This is an optimization exercise on Yosys and OpenROAD, whose aim is small area, not a production implementation. Where RTL was checked, it was by simulation tests only, not by an equivalence proof against the original. Power figures rest on the tool's default switching activity, not on a simulated workload.

==> flow/design.v (excerpt) <==
module ota_core (
    input  wire        clk,
    input  wire        rst,
    input  wire        cmd_valid,
    output wire        cmd_ready,
    input  wire [2:0]  cmd_op,
    input  wire [31:0] cmd_arg,
    input  wire        in_valid,
    output wire        in_ready,
    input  wire [7:0]  in_data,
    output wire        rsp_valid,
    output wire [31:0] rsp_data,
    output wire        out_valid,
    output wire [7:0]  out_data,
    output wire        dict_we,
    output wire [10:0] dict_waddr,
    output wire [7:0]  dict_wdata,
    output wire [10:0] dict_raddr,
    input  wire [7:0]  dict_rdata
);
Size: about 830 cells after synthesis, about 250 flip-flops, roughly 130 I/O pins, about 9100 um^2 of cells after synthesis.
==> flow/config.mk <==
export PLATFORM = sky130hd
export DESIGN_NAME = ota_core
export DESIGN_NICKNAME = ota_core
export VERILOG_FILES = /design/flow/design.v
export SDC_FILE = /design/flow/constraint.sdc
export NUM_CORES = 4
export LEC_CHECK = 0
export CAP_MARGIN = 20
export CORE_MARGIN = 2
export CORE_UTILIZATION = 60
export SLEW_MARGIN = 20
==> flow/constraint.sdc <==
create_clock -name core_clock -period 10.0 [get_ports {clk}]
set_input_delay 2.0000 -clock core_clock [delete_from_list [all_inputs] [get_ports {clk}]]
set_output_delay 2.0000 -clock core_clock [all_outputs]
set_load 0.01 [all_outputs]
standard.sh (not shown) runs the stock make flow with config.mk's settings and CLKGATE_MAP_FILE= SYNTH_SCRIPT=/design/flow/synth_recipe.tcl, a recipe that flattens the netlist after the stock synthesis.
==> flow/flow/run.sh <==
#!/bin/bash
# Standard ORFS layout, with the port buffers made from the smallest buffer
# cell and a clock tree without dummy loads.
set -euo pipefail
export BUFFER_PORTS_ARGS="-buffer_cell sky130_fd_sc_hd__buf_1"
export CTS_ARGS="-sink_clustering_enable -repair_clock_nets -dont_use_dummy_load -sink_clustering_size 10 -sink_clustering_max_diameter 45 -buf_list sky130_fd_sc_hd__clkbuf_4"
bash standard.sh > standard.log 2>&1
The baseline completed without violations.
==> next run, changes <==
--- a/flow/config.mk
+++ b/flow/config.mk
@@ -10 +10,2 @@
-export CORE_UTILIZATION = 60
+export CORE_UTILIZATION = 65
+export GPL_TIMING_DRIVEN = 0
After rerunning: Maximum frequency came out lower by 5.2%. Power came out lower by 0.64%. Sequential cell count does not change. Synthesized area does not change. Final area came out higher by 1.6%. Non-clock buffer count came out higher by 48. Routed wire length came out higher by 9.0%. Critical path depth came out higher by 4. Setup slack got worse by 270 ps. Hold slack improved by 3.2 ps. Via count came out higher by 3.7%.
==> next run, changes <==
--- a/flow/config.mk
+++ b/flow/config.mk
@@ -11 +10,0 @@
-export GPL_TIMING_DRIVEN = 0
Result: The new run finished clean; worst hold slack improved by 8.4 ps; synthesized area stays the same; synthesized cell count stays the same; clock-buffer cell count went up by 4; die area does not change; total power stays flat; combinational power drops by about a fifth.

---

ota_core, a different RTL version from the one above (not shown whole).
For scale: ~800 cells after synthesis, roughly 9200 um^2 of cells after synthesis.
export LEC_CHECK = 0
export CAP_MARGIN = 20
export CORE_MARGIN = 2
export CORE_UTILIZATION = 65
export SLEW_MARGIN = 20
create_clock -name core_clock -period 10.0 [get_ports {clk}]
Scripts as last shown in full above: flow/flow/run.sh
Edit:
--- a/flow/flow/run.sh
+++ b/flow/flow/run.sh
@@ -6 +6 @@
-export CTS_ARGS="-sink_clustering_enable -repair_clock_nets -dont_use_dummy_load -sink_clustering_size 10 -sink_clustering_max_diameter 45 -buf_list sky130_fd_sc_hd__clkbuf_4"
+export CTS_ARGS="-sink_clustering_enable -repair_clock_nets -dont_use_dummy_load -sink_clustering_size 8 -sink_clustering_max_diameter 40 -buf_list sky130_fd_sc_hd__clkbuf_4"
Design area went up by 0.53%.
Clock-buffer cell count went up by 7.
Core utilization went up by 0.38 points.
Via count went up by 0.64%.
Maximum frequency went down by about 0.7%.
Hold slack gets worse by 0.0092 ns.
Cell count went up by about 0.64%.
Critical path depth stays the same.
Total power went up by 2.5%.
Area after synthesis does not change.

---

Another version of the RTL of ota_core (not shown whole).
Size in the first run: roughly 820 cells after synthesis, roughly 260 flip-flops, about 9400 µm² of cells after synthesis.
clock: 10.0 ns
lec_check: 0
cap_margin: 20
core_margin: 2
core_utilization: 65
cts_buf_list: sky130_fd_sc_hd__clkbuf_2 sky130_fd_sc_hd__clkbuf_4
slew_margin: 20
==> flow/flow/run.sh <==
#!/bin/bash
# Standard ORFS layout, with the port buffers made from the smallest buffer cell.
set -euo pipefail
export BUFFER_PORTS_ARGS="-buffer_cell sky130_fd_sc_hd__buf_1"
bash standard.sh > standard.log 2>&1
Rerun with:
==> flow/run.sh (new file) <==
#!/bin/bash
# synth_recipe.tcl (not shown) runs the flow's synth.tcl, then flattens the netlist and writes it again
# the make line also repeats each setting of config.mk as NAME=value (left out here)
make -C /OpenROAD-flow-scripts/flow DESIGN_CONFIG=/design/flow/config.mk WORK_HOME=/design/flow/orfs CLKGATE_MAP_FILE= SYNTH_SCRIPT=/design/flow/synth_recipe.tcl finish
removed: flow/flow/run.sh
removed: flow/standard.sh
=> Die area is unchanged; routed wire length climbs by 2.4%; clock-buffer cell count falls by 11; hold slack gains 0.0064 ns; clock power stays flat; via count goes up by 1.2%.
No functional check of the RTL was part of any run of this note.

---

== build 76 ==
ota_core with an RTL version that a note above also has.
Size in the first run: roughly 950 cells after synthesis, ~250 flip-flops, ~130 I/O pins.
==> flow/config.mk <==
export PLATFORM = sky130hd
export DESIGN_NAME = ota_core
export DESIGN_NICKNAME = ota_core
export VERILOG_FILES = /design/flow/design.v
export SDC_FILE = /design/flow/constraint.sdc
export NUM_CORES = 4
export LEC_CHECK = 0
export ABC_AREA = 1
export CAP_MARGIN = 20
export CORE_MARGIN = 2
export CORE_UTILIZATION = 65
export SLEW_MARGIN = 20
==> flow/constraint.sdc <==
create_clock -name core_clock -period 10.0 [get_ports {clk}]
set_input_delay 2.0000 -clock core_clock [delete_from_list [all_inputs] [get_ports {clk}]]
set_output_delay 2.0000 -clock core_clock [all_outputs]
set_load 0.01 [all_outputs]
==> flow/flow/run.sh <==
#!/bin/bash
# Standard ORFS layout, with the port buffers made from the smallest buffer
# cell and a clock tree without dummy loads.
set -euo pipefail
export BUFFER_PORTS_ARGS="-buffer_cell sky130_fd_sc_hd__buf_1"
export CTS_ARGS="-sink_clustering_enable -repair_clock_nets -dont_use_dummy_load -sink_clustering_size 8 -sink_clustering_max_diameter 40 -buf_list sky130_fd_sc_hd__clkbuf_4"
bash standard.sh > standard.log 2>&1
What build 56 does differently from build 76 at the input level:
- changing CORE_UTILIZATION from 65 to 70
- removing ABC_AREA (formerly 1)
==> flow/flow/run.sh <==
#!/bin/bash
# Standard ORFS layout, with the port buffers made from the smallest buffer
# cell and a clock tree without dummy loads.
set -euo pipefail
export BUFFER_PORTS_ARGS="-buffer_cell sky130_fd_sc_hd__buf_1"
export CTS_ARGS="-sink_clustering_enable -repair_clock_nets -dont_use_dummy_load -sink_clustering_size 10 -sink_clustering_max_diameter 45 -buf_list sky130_fd_sc_hd__clkbuf_4"
bash standard.sh > standard.log 2>&1
### Flow results
- Build 76 vs build 56, startpoint of the worst setup timing path: ph[0] vs in_valid
- In build 56 the wire length on met2 turned out about 17% higher than in build 76.
- Compared build 76 against build 56; clock slew at the register clock pins of the worst setup and hold paths within noise.
- Lower share of total power in the clock network goes to build 76 over build 56.
- Of build 76 and build 56, build 76 shows the higher fmax, with build 56 below it.
- Taking build 76 as the reference, in build 56 post-layout total power now smaller, post-layout instance area now smaller.
- Compared with build 76, build 56 shows die outline height that has gone down by a few percent.
- Between build 76 and build 56, worst hold slack increased.
- As of build 56, number of buffers inserted during clock tree synthesis had fallen by more than a quarter compared to build 76.
The following lists how build 30 was set up differently from build 56:
- changing CORE_UTILIZATION from 70 to 65
==> flow/flow/run.sh <==
#!/bin/bash
# Standard ORFS layout, with the port buffers made from the smallest buffer
# cell and a clock tree without dummy loads.
set -euo pipefail
export BUFFER_PORTS_ARGS="-buffer_cell sky130_fd_sc_hd__buf_1"
export CTS_ARGS="-sink_clustering_enable -repair_clock_nets -dont_use_dummy_load -sink_clustering_size 16 -sink_clustering_max_diameter 60 -buf_list sky130_fd_sc_hd__clkbuf_8"
bash standard.sh > standard.log 2>&1
## What came out
- Summary — transition at the pin with the smallest max-transition slack, build 30 relative to build 56: higher, by 260 ps.
- [diff] overall power of the completed layout, build 30 relative to build 56: regression
- Clock-pin slew on the worst setup and hold paths: build 30 vs build 56 — no meaningful difference

---

Starting RTL as in the previous note.
clock: 10.0 ns
lec_check: 0
cap_margin: 20
core_margin: 2
core_utilization: 65
cts_buf_list: sky130_fd_sc_hd__clkbuf_8
cts_cluster_diameter: 60
cts_cluster_size: 14
slew_margin: 20
==> flow/flow/run.sh <==
#!/bin/bash
# Standard ORFS layout, with the port buffers made from the smallest buffer cell.
set -euo pipefail
export BUFFER_PORTS_ARGS="-buffer_cell sky130_fd_sc_hd__buf_1"
bash standard.sh > standard.log 2>&1
==> next run, changes <==
- CTS_BUF_LIST: sky130_fd_sc_hd__clkbuf_8 -> sky130_fd_sc_hd__clkbuf_16
- CTS_CLUSTER_DIAMETER: 60 -> 100
- CTS_CLUSTER_SIZE: 14 -> 24
Outcome: The changed run finished clean. Sequential power is about the same. Synthesized cell count is unchanged. Global-route usage came out higher by 1.4 points. Non-clock buffer count stays the same. Clock skew goes up by 6.1 ps.
==> next run, changes <==
==> flow/flow/run.sh (replaced) <==
#!/bin/bash
# Standard ORFS layout, with the port buffers made from the smallest buffer
# cell and a clock tree without dummy loads.
set -euo pipefail
export BUFFER_PORTS_ARGS="-buffer_cell sky130_fd_sc_hd__buf_1"
export CTS_ARGS="-sink_clustering_enable -repair_clock_nets -dont_use_dummy_load -sink_clustering_size 9 -sink_clustering_max_diameter 45 -buf_list sky130_fd_sc_hd__clkbuf_4"
bash standard.sh > standard.log 2>&1
- CTS_BUF_LIST: sky130_fd_sc_hd__clkbuf_16 -> default
- CTS_CLUSTER_DIAMETER: 100 -> default
- CTS_CLUSTER_SIZE: 24 -> default
Result: Total power drops by 8.8%. Non-clock buffer count is unchanged. Worst setup slack improved by 21 ps. Clock skew came out higher by 47 ps. Global-route usage falls by 1.2 points. First-iteration DRC count rose by 11%.
==> next run, changes <==
==> flow/flow/run.sh (replaced) <==
#!/bin/bash
# Standard ORFS layout, with the port buffers made from the smallest buffer
# cell and a clock tree without dummy loads.
set -euo pipefail
export BUFFER_PORTS_ARGS="-buffer_cell sky130_fd_sc_hd__buf_1"
export CTS_ARGS="-sink_clustering_enable -repair_clock_nets -dont_use_dummy_load -sink_clustering_size 14 -sink_clustering_max_diameter 60 -buf_list sky130_fd_sc_hd__clkbuf_8"
bash standard.sh > standard.log 2>&1
- CTS_BUF_LIST: default -> sky130_fd_sc_hd__clkbuf_8
- CTS_CLUSTER_DIAMETER: default -> 60
- CTS_CLUSTER_SIZE: default -> 14
=> Cell count shrinks by 1.3%. Setup slack gets better by 6.0 ps. Global-route usage shrinks by 0.12 points. Core utilization grows by 0.24 points. Routed wire length grows by 0.84%. Combinational power grows by about 0.7%. Flip-flop and latch count does not change. Clock skew shrinks by 10 ps. Clock-buffer cell count shrinks by 14. Worst hold slack gets better by 16 ps.

## what the ideal ports hide
Ports are ideal in the flow. The routed layouts listed here were re-timed in OpenROAD.
Step 1 assumes that a clkbuf_16 drives the clock port and a buf_2 every other input.
Step 2 adds t to the input delays and takes it off the output delays; t is the mean of the earliest and latest rising clock arrival at the registers after step 1. Input paths then give back, and output paths get back, about the clock's delay inside the block.
Slacks: ideal / step 1 / step 2; pairs: ideal / step 1.
run | t, ns | slack for setup (ns) | worst setup path after step 2 | clock arrival spread, ns | cell pins on the clock port's net
the first run of note 1 | 0.634 | 5.104 / 5.066 / 5.086 | input to output | 0.079 / 0.080 | 1
the second run of note 1 | 0.679 | 4.836 / 4.799 / 5.092 | input to output | 0.090 / 0.091 | 1
the third run of note 1 | 0.603 | 5.119 / 5.063 / 5.063 | input to output | 0.076 / 0.076 | 1
the first run of note 2 | 0.652 | 4.889 / 4.842 / 4.842 | input to output | 0.054 / 0.054 | 1
the second run of note 2 | 0.594 | 4.855 / 4.804 / 4.804 | input to output | 0.071 / 0.071 | 1
the first run of note 3 | 0.699 | 4.855 / 4.819 / 4.837 | input to output | 0.042 / 0.043 | 1
the second run of note 3 | 0.697 | 4.130 / 4.078 / 4.078 | input to output | 0.027 / 0.027 | 1
build 76 | 0.618 | 5.045 / 5.011 / 5.184 | input to output | 0.064 / 0.064 | 1
build 56 | 0.671 | 4.841 / 4.787 / 4.787 | input to output | 0.045 / 0.046 | 1
build 30 | 0.527 | 4.875 / 4.826 / 4.826 | input to output | 0.038 / 0.038 | 1
the first run of note 5 | 0.573 | 4.854 / 4.807 / 4.807 | input to output | 0.031 / 0.031 | 1
the second run of note 5 | 0.521 | 4.861 / 4.813 / 4.813 | input to output | 0.046 / 0.046 | 1
the third run of note 5 | 0.601 | 4.882 / 4.830 / 4.830 | input to output | 0.084 / 0.084 | 1
the fourth run of note 5 | 0.536 | 4.888 / 4.837 / 4.837 | input to output | 0.074 / 0.074 | 1
After both steps every run listed still meets setup and hold. The setup slack of the third run of note 1, which loses most, moves by -0.056 ns with the drivers and by -0.056 ns with both steps.
